Context: an optimization exercise on an open-source flow, tuned for small area, a short achievable clock period and few clock cycles. The choices shown serve that exercise and are no tape-out recipe.
Function was checked by simulation only, so behaviour that the tests miss may differ from the original.
Power figures rest on the tool's default switching activity, not on a simulated workload.

`design/flow/run.sh`:
```
#!/bin/bash
# synth_recipe.tcl (not shown) runs the flow's synth.tcl, then flattens the netlist and writes it again
# the make line also repeats each setting of config.mk as NAME=value (left out here)
make -C /OpenROAD-flow-scripts/flow DESIGN_CONFIG=/design/flow/config.mk WORK_HOME=/design/flow/orfs CLKGATE_MAP_FILE= SYNTH_SCRIPT=/design/flow/synth_recipe.tcl finish
```
`design/flow/config.mk`:
```
export PLATFORM = sky130hd
export DESIGN_NAME = mav_encoder
export DESIGN_NICKNAME = mav_encoder
export VERILOG_FILES = /design/flow/design.v
export SDC_FILE = /design/flow/constraint.sdc
export NUM_CORES = 4
export LEC_CHECK = 0
export CAP_MARGIN = 20
export CORE_MARGIN = 2
export CORE_UTILIZATION = 30
export PLACE_DENSITY = 0.5
export SLEW_MARGIN = 20
```
`design/flow/constraint.sdc`:
```
create_clock -name core_clock -period 8.0 [get_ports {clk}]
set_input_delay 1.6000 -clock core_clock [delete_from_list [all_inputs] [get_ports {clk}]]
set_output_delay 1.6000 -clock core_clock [all_outputs]
set_load 0.01 [all_outputs]
```
`design/flow/design.v`:
```
module mav_encoder (
    input  wire        clk,
    input  wire        rst,         
    input  wire        cmd_valid,
    output wire        cmd_ready,
    input  wire [79:0] cmd_data,
    output reg         rsp_valid,
    output reg  [31:0] rsp_data,
    output reg         out_valid,
    output reg  [7:0]  out_data,
    output reg         out_last
);
    localparam [3:0] OP_INIT    = 4'h1;
    localparam [3:0] OP_BEGIN   = 4'h2;
    localparam [3:0] OP_FIELD   = 4'h3;
    localparam [3:0] OP_END     = 4'h4;
    localparam [3:0] OP_CRCINIT = 4'h5;
    localparam [3:0] OP_CRCBYTE = 4'h6;
    localparam [3:0] OP_RDREG   = 4'h7;
    localparam [3:0] E_UNKNOWN_ID  = 4'd2;
    localparam [3:0] E_MISSING     = 4'd3;
    localparam [3:0] E_UNSUPPORTED = 4'd4;
    localparam [3:0] E_RANGE       = 4'd5;
    localparam [3:0] E_TOO_LARGE   = 4'd6;
    localparam [3:0] E_PROTOCOL    = 4'd14;
    localparam [3:0] E_ILLEGAL     = 4'd15;
    localparam [1:0] S_IDLE  = 2'd0;    
    localparam [1:0] S_FIELD = 2'd1;    
    localparam [1:0] S_CRC   = 2'd2;    
    localparam [1:0] S_EMIT  = 2'd3;    
    function [15:0] crc_step;
        input [15:0] r_in;
        input [7:0]  b;
        reg   [15:0] r;
        integer      i;
        begin
            r = r_in ^ {b, 8'h00};
            for (i = 0; i < 8; i = i + 1)
                r = r[15] ? ((r << 1) ^ 16'h1021) : (r << 1);
            crc_step = r;
        end
    endfunction
    function [7:0] crc_extra;
        input [23:0] id;
        begin
            case (id)
                24'd0:   crc_extra = 8'd50;
                24'd1:   crc_extra = 8'd124;
                24'd30:  crc_extra = 8'd39;
                24'd33:  crc_extra = 8'd104;
                24'd74:  crc_extra = 8'd142;
                24'd251: crc_extra = 8'd170;
                24'd253: crc_extra = 8'd83;
                default: crc_extra = (id >= 24'd50000) ? (id[7:0] ^ id[15:8]) : 8'd0;
            endcase
        end
    endfunction
    reg [7:0]  sysid;           
    reg [7:0]  compid;          
    reg [7:0]  seq;
    reg        configured;
    reg        phase;           
    reg [3:0]  lasterr;
    reg [23:0] msgid;
    reg        mode;            
    reg [8:0]  plen;            
    reg [15:0] crc;
    reg [7:0]  pbuf [0:254];    
    reg [1:0]  state;
    reg [63:0] fbytes;          
    reg [3:0]  fcnt;            
    reg [8:0]  pos;             
    reg [7:0]  seq_cap;         
    assign cmd_ready = (state == S_IDLE);
    wire accept = cmd_valid && cmd_ready;
    wire [3:0]  op      = cmd_data[79:76];
    wire [3:0]  f_wt    = cmd_data[75:72];
    wire        f_pres  = cmd_data[71];
    wire        f_empty = cmd_data[70];
    wire [64:0] f_val   = cmd_data[64:0];
    wire [3:0]  r_reg   = cmd_data[3:0];
    reg illegal;
    always @(*) begin
        case (op)
            OP_INIT:    illegal = |cmd_data[75:16];
            OP_BEGIN:   illegal = |cmd_data[75:26];
            OP_FIELD:   illegal = |cmd_data[69:65];
            OP_END:     illegal = |cmd_data[75:0];
            OP_CRCINIT: illegal = |cmd_data[75:0];
            OP_CRCBYTE: illegal = |cmd_data[75:8];
            OP_RDREG:   illegal = (|cmd_data[75:4]) || r_reg[3];
            default:    illegal = 1'b1;
        endcase
    end
    reg [3:0] f_width;
    reg       f_signed;
    always @(*) begin
        f_signed = 1'b0;
        case (f_wt)
            4'd0:  f_width = 4'd1;
            4'd1:  begin f_width = 4'd1; f_signed = 1'b1; end
            4'd2:  f_width = 4'd2;
            4'd3:  begin f_width = 4'd2; f_signed = 1'b1; end
            4'd4:  f_width = 4'd4;
            4'd5:  begin f_width = 4'd4; f_signed = 1'b1; end
            4'd6:  f_width = 4'd8;
            4'd7:  begin f_width = 4'd8; f_signed = 1'b1; end
            4'd8:  f_width = 4'd4;
            4'd9:  f_width = 4'd8;
            default: f_width = 4'd1;      
        endcase
    end
    reg f_in_range;
    always @(*) begin
        case ({f_signed, f_width})
            {1'b0, 4'd1}: f_in_range = ~|f_val[64:8];
            {1'b0, 4'd2}: f_in_range = ~|f_val[64:16];
            {1'b0, 4'd4}: f_in_range = ~|f_val[64:32];
            {1'b0, 4'd8}: f_in_range = ~f_val[64];
            {1'b1, 4'd1}: f_in_range = (&f_val[64:7])  || ~|f_val[64:7];
            {1'b1, 4'd2}: f_in_range = (&f_val[64:15]) || ~|f_val[64:15];
            {1'b1, 4'd4}: f_in_range = (&f_val[64:31]) || ~|f_val[64:31];
            default:      f_in_range = (&f_val[64:63]) || ~|f_val[64:63];
        endcase
    end
    wire [8:0] pidx = pos - 9'd11;    
    reg  [7:0] frame_byte;
    always @(*) begin
        case (pos)
            9'd0:  frame_byte = 8'hFD;
            9'd1:  frame_byte = plen[7:0];
            9'd2:  frame_byte = 8'h00;
            9'd3:  frame_byte = 8'h00;
            9'd4:  frame_byte = seq_cap;
            9'd5:  frame_byte = sysid;
            9'd6:  frame_byte = compid;
            9'd7:  frame_byte = msgid[7:0];
            9'd8:  frame_byte = msgid[15:8];
            9'd9:  frame_byte = msgid[23:16];
            9'd10: frame_byte = 8'h00;
            default: begin
                if (pos == plen + 9'd11)
                    frame_byte = crc[7:0];
                else if (pos == plen + 9'd12)
                    frame_byte = crc[15:8];
                else
                    frame_byte = pbuf[pidx[7:0]];
            end
        endcase
    end
    reg [23:0] rd_value;
    always @(*) begin
        case (r_reg[2:0])
            3'd0: rd_value = {16'd0, lasterr, 1'b0, mode, configured, phase};
            3'd1: rd_value = {20'd0, lasterr};
            3'd2: rd_value = {16'd0, seq};
            3'd3: rd_value = {16'd0, sysid};
            3'd4: rd_value = {16'd0, compid};
            3'd5: rd_value = msgid;
            3'd6: rd_value = {15'd0, plen};
            default: rd_value = {8'd0, crc};
        endcase
    end
    wire [15:0] crc_next_cmd = crc_step(crc, cmd_data[7:0]);
    wire [15:0] crc_next_pos = crc_step(crc, frame_byte);
    wire [8:0]  plen_inc     = (plen == 9'd256) ? 9'd256 : plen + 9'd1;
    always @(posedge clk) begin
        if (rst) begin
            seq        <= 8'd0;
            configured <= 1'b0;
            phase      <= 1'b0;
            lasterr    <= 4'd0;
            msgid      <= 24'd0;
            mode       <= 1'b0;
            plen       <= 9'd0;
            crc        <= 16'hFFFF;
            state      <= S_IDLE;
            fbytes     <= 64'd0;
            fcnt       <= 4'd0;
            pos        <= 9'd0;
            seq_cap    <= 8'd0;
            rsp_valid  <= 1'b0;
            rsp_data   <= 32'd0;
            out_valid  <= 1'b0;
            out_data   <= 8'd0;
            out_last   <= 1'b0;
        end else begin
            rsp_valid <= 1'b0;
            out_valid <= 1'b0;
            out_last  <= 1'b0;
            case (state)
            S_IDLE: if (accept) begin
                if (illegal) begin
                    lasterr   <= E_ILLEGAL;
                    rsp_valid <= 1'b1;
                    rsp_data  <= {1'b1, 3'b000, E_ILLEGAL, 24'd0};
                end else begin
                    case (op)
                    OP_INIT: begin
                        sysid      <= cmd_data[15:8];
                        compid     <= cmd_data[7:0];
                        seq        <= 8'd0;
                        configured <= 1'b1;
                        plen       <= 9'd0;
                        phase      <= 1'b0;
                        lasterr    <= 4'd0;
                        rsp_valid  <= 1'b1;
                        rsp_data   <= 32'd0;
                    end
                    OP_BEGIN: begin
                        rsp_valid <= 1'b1;
                        if (!configured || phase) begin
                            lasterr  <= E_PROTOCOL;
                            rsp_data <= {1'b1, 3'b000, E_PROTOCOL, 24'd0};
                        end else if (!cmd_data[25]) begin
                            lasterr  <= E_UNKNOWN_ID;
                            rsp_data <= {1'b1, 3'b000, E_UNKNOWN_ID, 24'd0};
                        end else begin
                            msgid    <= cmd_data[23:0];
                            mode     <= cmd_data[24];
                            plen     <= 9'd0;
                            lasterr  <= 4'd0;
                            phase    <= 1'b1;
                            rsp_data <= {24'd0, crc_extra(cmd_data[23:0])};
                        end
                    end
                    OP_FIELD: begin
                        if (!phase) begin
                            lasterr   <= E_PROTOCOL;
                            rsp_valid <= 1'b1;
                            rsp_data  <= {1'b1, 3'b000, E_PROTOCOL, 24'd0};
                        end else if (!f_pres || f_wt > 4'd10 ||
                                     (!(f_wt == 4'd10 && f_empty) && !f_in_range)) begin
                            phase     <= 1'b0;
                            plen      <= 9'd0;
                            rsp_valid <= 1'b1;
                            if (!f_pres) begin
                                lasterr  <= E_MISSING;
                                rsp_data <= {1'b1, 3'b000, E_MISSING, 24'd0};
                            end else if (f_wt > 4'd10) begin
                                lasterr  <= E_UNSUPPORTED;
                                rsp_data <= {1'b1, 3'b000, E_UNSUPPORTED, 24'd0};
                            end else begin
                                lasterr  <= E_RANGE;
                                rsp_data <= {1'b1, 3'b000, E_RANGE, 24'd0};
                            end
                        end else begin
                            fbytes <= (f_wt == 4'd10 && f_empty) ? 64'h41 : f_val[63:0];
                            fcnt   <= f_width;
                            state  <= S_FIELD;
                        end
                    end
                    OP_END: begin
                        if (!phase) begin
                            lasterr   <= E_PROTOCOL;
                            rsp_valid <= 1'b1;
                            rsp_data  <= {1'b1, 3'b000, E_PROTOCOL, 24'd0};
                        end else if (plen == 9'd256) begin
                            phase     <= 1'b0;
                            plen      <= 9'd0;
                            lasterr   <= E_TOO_LARGE;
                            rsp_valid <= 1'b1;
                            rsp_data  <= {1'b1, 3'b000, E_TOO_LARGE, 24'd0};
                        end else begin
                            seq_cap <= seq;
                            seq     <= seq + 8'd1;
                            crc     <= mode ? crc_step(16'hFFFF, crc_extra(msgid)) : 16'hFFFF;
                            pos     <= 9'd1;
                            state   <= S_CRC;
                        end
                    end
                    OP_CRCINIT: begin
                        crc       <= 16'hFFFF;
                        rsp_valid <= 1'b1;
                        rsp_data  <= 32'h0000FFFF;
                    end
                    OP_CRCBYTE: begin
                        crc       <= crc_next_cmd;
                        rsp_valid <= 1'b1;
                        rsp_data  <= {16'd0, crc_next_cmd};
                    end
                    default: begin  
                        rsp_valid <= 1'b1;
                        if ((r_reg == 4'd3 || r_reg == 4'd4) && !configured) begin
                            lasterr  <= E_PROTOCOL;
                            rsp_data <= {1'b1, 3'b000, E_PROTOCOL, 24'd0};
                        end else begin
                            rsp_data <= {8'd0, rd_value};
                        end
                    end
                    endcase
                end
            end
            S_FIELD: begin
                if (plen < 9'd255)
                    pbuf[plen[7:0]] <= fbytes[7:0];
                plen   <= plen_inc;
                fbytes <= fbytes >> 8;
                fcnt   <= fcnt - 4'd1;
                if (fcnt == 4'd1) begin
                    rsp_valid <= 1'b1;
                    rsp_data  <= {23'd0, plen_inc};
                    state     <= S_IDLE;
                end
            end
            S_CRC: begin
                crc <= crc_next_pos;
                if (pos == plen + 9'd10) begin
                    pos   <= 9'd0;
                    state <= S_EMIT;
                end else begin
                    pos <= pos + 9'd1;
                end
            end
            default: begin  
                out_valid <= 1'b1;
                out_data  <= frame_byte;
                pos       <= pos + 9'd1;
                if (pos == plen + 9'd12) begin
                    out_last  <= 1'b1;
                    rsp_valid <= 1'b1;
                    rsp_data  <= {23'd0, plen + 9'd13};
                    phase     <= 1'b0;
                    plen      <= 9'd0;
                    state     <= S_IDLE;
                end
            end
            endcase
        end
    end
endmodule
```
==> notes.md <==
[area by class of cell]
| cell class | count | area [um2] |
|---|---|---|
| diodes | 1 | 2.50 |
| clock buffers | 286 | 6200 |
| clock inverters | 143 | 1140 |
| fillers | 29700 | 204000 |
| inverters | 44 | 165 |
| multi-input cells | 3106 | 26300 |
| flip-flops and latches | 2247 | 65600 |
| well taps | 4140 | 5180 |
| repair buffers | 262 | 2530 |
[cell usage in the layout (no fill, tap or decap), types with 60 or more instances in the layout]
cell type	count
sky130_fd_sc_hd__a211oi_1	77
sky130_fd_sc_hd__a21oi_1	218
sky130_fd_sc_hd__and3_1	97
sky130_fd_sc_hd__buf_4	119
sky130_fd_sc_hd__clkbuf_16	237
sky130_fd_sc_hd__clkdlybuf4s50_1	120
sky130_fd_sc_hd__clkinv_2	60
sky130_fd_sc_hd__dfxtp_1	182
sky130_fd_sc_hd__edfxtp_1	2056
sky130_fd_sc_hd__mux2i_1	75
sky130_fd_sc_hd__mux4_2	517
sky130_fd_sc_hd__nand2_1	603
sky130_fd_sc_hd__nand3_1	212
sky130_fd_sc_hd__nor2_1	478
sky130_fd_sc_hd__o21ai_0	85
[synth_stat cells, drive strengths merged (57+ instances only)]
cell	count
a211oi	82
a21oi	221
and3	97
buf	210
clkbuf	193
dfxtp	191
edfxtp	2056
mux2i	75
mux4	517
nand2	615
nand3	212
nor2	488
nor3	57
o21ai	92
xnor2	62
[metrics by stage]
step,hold WS [ps],setup WS (ps),util (%),area [um2]
5_1_grt,469,1720,34.4,107000
2_1_floorplan,432,3510,-,93900
6_report,449,1990,34.4,107000
3_3_place_gp,439,2060,32.0,99700
3_5_place_dp,442,2030,32.0,99700
4_1_cts,450,2020,34.4,107000
[layer usage]
layer  wire length (um)  global-route usage [%]  up-vias
met5                 27                       0        -
met4              10400                    6.27        4
met3              20100                    2.91      447
met2             131000                    27.5     2233
met1             125000                    24.9    28400
li1                   -                       -    23100
[logic make-up after synthesis]
kind of cell	count (synthesis)	synth area share, %
DFF	2247	69.8
xor gates and xnor gates	107	1.11
AOI/OAI and AO/OA	686	4.97
muxes	606	13.4
adders and majority gates	26	0.346
other	1	0.00399
and+or+nand+nor	1678	8.03
buffers and inverters	447	2.38
[worst max-delay path by stage]
stage,from,end,slack [ps]
floorplan,pos[0],crc[2],3510
global placement,cmd_data[10],rsp_data[1],2060
detailed placement,pos[0],crc[5],2030
CTS,pos[0],crc[5],2020
global route,pos[0],crc[5],1720
finish,pos[0],crc[5],1990
[critical path: cells and delay by family (launching register included)]
kind | cells | cell delay (ps)
AO/OA/AOI/OAI | 4 | 1880
XOR/XNOR | 2 | 490
adder cells (fa/ha/maj) | 1 | 840
buffers and inverters | 2 | 640
flip-flops | 1 | 700
multiplexers | 1 | 310
AND/OR/NAND/NOR | 5 | 950
[power by group through the flow]
stage / Clock (mW) / Combinational, mW / Sequential [mW]
floorplan: 0 / 0.124 / 12.9
global route: 11.2 / 0.266 / 12.6
detailed placement: 0 / 0.242 / 12.9
CTS: 10.8 / 0.245 / 12.6
global placement: 0 / 0.243 / 12.9
finish: 10.6 / 0.250 / 12.6
[sequential cells by signal, indices dropped and copies added, names as in the netlist, 2 cells and up]
| name | cells |
|---|---|
| compid | 8 |
| seq | 8 |
| seq_cap | 8 |
| state | 2 |
| pbuf | 2040 |
| sysid | 8 |
| out_data | 8 |
| pos | 9 |
| plen | 9 |
| crc | 16 |
| fbytes | 64 |
| fcnt | 4 |
| msgid | 24 |
| lasterr | 4 |
| rsp_data | 29 |
==> out/qor.log <==
qor: cts.cts_root_buf sky130_fd_sc_hd__clkbuf_16
qor: drt.drt_wl_total 286000 um
qor: global_route.grt_start_max_net_pins 203
qor: cts.tritoncts done
qor: yosys.synth-async-reset-ratio 0%
qor: worst_setup_path.crit_path_max_fanout 78
qor: cts.path_clk_slew 60 ps
qor: drt.wire_per_inst 28.0 um
qor: power_and_ir_drop.internal_power 18.7 mW
qor: final_layout.drive_gt1_share 18.3%
qor: hold_path.hp-start rsp_data[20]
qor: worst_setup_path.worst_ep_arrival_time 6820 ps
qor: power_and_ir_drop.power.static_leakage 36.4 nW
qor: yosys.synth-seq-area-share 69.8%
qor: cts.tritoncts.num_buffers 235
qor: timing.final_period_minus_worst_setup_slack 6010 ps
qor: floorplanning.floorplan.initialDensity 30.1%
qor: final_layout.area_delta_synth_final 14.1%
qor: power_and_ir_drop.switching_power 4.82 mW
qor: cts.clock_tree.buffer_depth 4
qor: worst_setup_path.criticalPathCategory flip-flop to flip-flop
qor: floorplanning.row_count 205
qor: yosys.yosys_warnings 1
qor: floorplanning.die_w 564 um
qor: power_and_ir_drop.power.share.combinational 1.1%
qor: power_and_ir_drop.power_density 219 mW/mm2
qor: worst_setup_path.crit_slowest_cell sky130_fd_sc_hd__a2111oi_0
qor: global_route.global_route_wire_length_before_repair 407000 um
qor: place.port_buffers 123
qor: run.timing.max_cap.violations 0
qor: worst_setup_path.crit_path_cell_trace inv_1, ha_4, buf_12, mux4_2, nand2_1, and3_1, a2111oi_0, a211oi_1, nor3b_1, nand4b_1, o21ba_2, xnor2_2, xor2_1, nor3_1, o41ai_2
qor: worst_setup_path.slowest_delay 950 ps
qor: final_layout.final_cell_count_no_fill 10200
qor: yosys.yosys.area.top_type sky130_fd_sc_hd__edfxtp_1
qor: worst_setup_path.reg2reg_depth 15
qor: power_and_ir_drop.switching_share 20.5%
qor: timing.rsz0062_at_grt false
qor: yosys.synth.distinct_cells 102
qor: cts.post_cts_buffers 0
qor: yosys.largest_cells_by_area_after_synthesis sky130_fd_sc_hd__edfxtp_1 (66%), sky130_fd_sc_hd__mux4_2 (12%), sky130_fd_sc_hd__dfxtp_1 (4.1%)
qor: yosys.synth_top_area_share 65.7%
qor: timing.worst-slew-pin-transition 1240 ps
qor: hold_path.hold_path_depth 2
qor: timing.finalSetupViolCount 0
qor: global_route.overflow 0
qor: floorplanning.die-area 0.318 mm2
qor: worst_setup_path.reg_to_reg_critical_path_startpoint pos[0]
qor: yosys.synth_enable_flop_cells 2056
qor: power_and_ir_drop.fin_total_pwr 23.5 mW
qor: cts.clock_latency 910 ps
qor: yosys.synth_seq_cells 2247
qor: drt.ant_nets 0
qor: drt.drt-pass1-iter-count 7
qor: drt.drc_marker_count_from_the_first_detailed_route_iteration 6206
qor: worst_setup_path.ff2ff_setup_slack 1990 ps
qor: timing.hold_viol 0
qor: place.place.detailed.instances 9796
qor: global_route.antenna_found_initial 8
qor: worst_setup_path.timing.critical_path.from_type flip-flop
qor: power_and_ir_drop.p_seq_share 53.8%
qor: cts.tritoncts_num_sinks 2247
qor: yosys.ys.flop_type sky130_fd_sc_hd__edfxtp_1
qor: floorplanning.core_area 0.312 mm2
qor: place.gp_congestion 0.904
qor: run_status.status complete, no violations
qor: hold_path.holdCritPathClass flip-flop to flip-flop
qor: cts.clock_tree.htree_level_count 4
qor: final_layout.layout.nets 6005
qor: timing.final_cycle_share 75.1%
qor: timing.max_freq 166 MHz
qor: floorplanning.floorplan.die.height 564 um
qor: place.place.detailed.hpwl 176000 um
qor: timing.slew_headroom 17.1%
qor: yosys.mappedNetlistArea 0.0939 mm2
qor: cts.ctsResizeCount 0
qor: floorplanning.design.portCount 127
qor: hold_path.worstHoldEndpoint rsp_data[20]
qor: timing.report.final.slew_viol_count 0
qor: power_and_ir_drop.clock_power_share 45.2%
qor: drt.remaining_drc_errors 0
qor: global_route.first_global_vias 53800
qor: timing.fin_tns_setup 0 ps
qor: timing.fin_skew 62.0 ps
qor: cts.cts_hold_buffers 0
qor: worst_setup_path.r2r-end crc[5]
qor: drt.vias_per_cell 5.30
qor: drt.vias 54200
qor: yosys.postSynthCellCount 5798
qor: global_route.grt_use_total 17.7%
qor: worst_setup_path.timing.critical_path.to_type flip-flop
qor: worst_setup_path.critPathRequiredTime 8810 ps
qor: power_and_ir_drop.worst_ir_drop_vdd 0.163 mV
qor: yosys.synth_area_per_cell 16.2 um2
Testbench counts, summed over its fixed seeds: cycles 24,970.

[static timing again, ports no longer ideal]
In the flow no input, the clock included, has a driving cell. The finished layout below was timed again as built, in two steps.
Step 1: set_driving_cell puts a clkbuf_16 on clk and a buf_2 on each other input, an assumption about the parent block.
Step 2 adds t to the input delays and takes it off the output delays; t is the mean of the earliest and latest rising clock arrival at the registers after step 1. Input paths then give back, and output paths get back, about the clock's delay inside the block.
Three values: ideal, step 1, step 2; two values: the first two.
shift t [ns]: 0.978
setup slack, ns: 1.989 / 1.989 / 1.898
clock arrival spread, ns: 0.062 / 0.062
slew at the worst register clock pin (ns): 0.07 / 0.07
worst data-port slew with drivers (ns): 0.06
After both steps setup and hold are still met in this run. For this run, drivers alone change the setup slack by 0.000 ns; drivers and shift together by -0.091 ns.
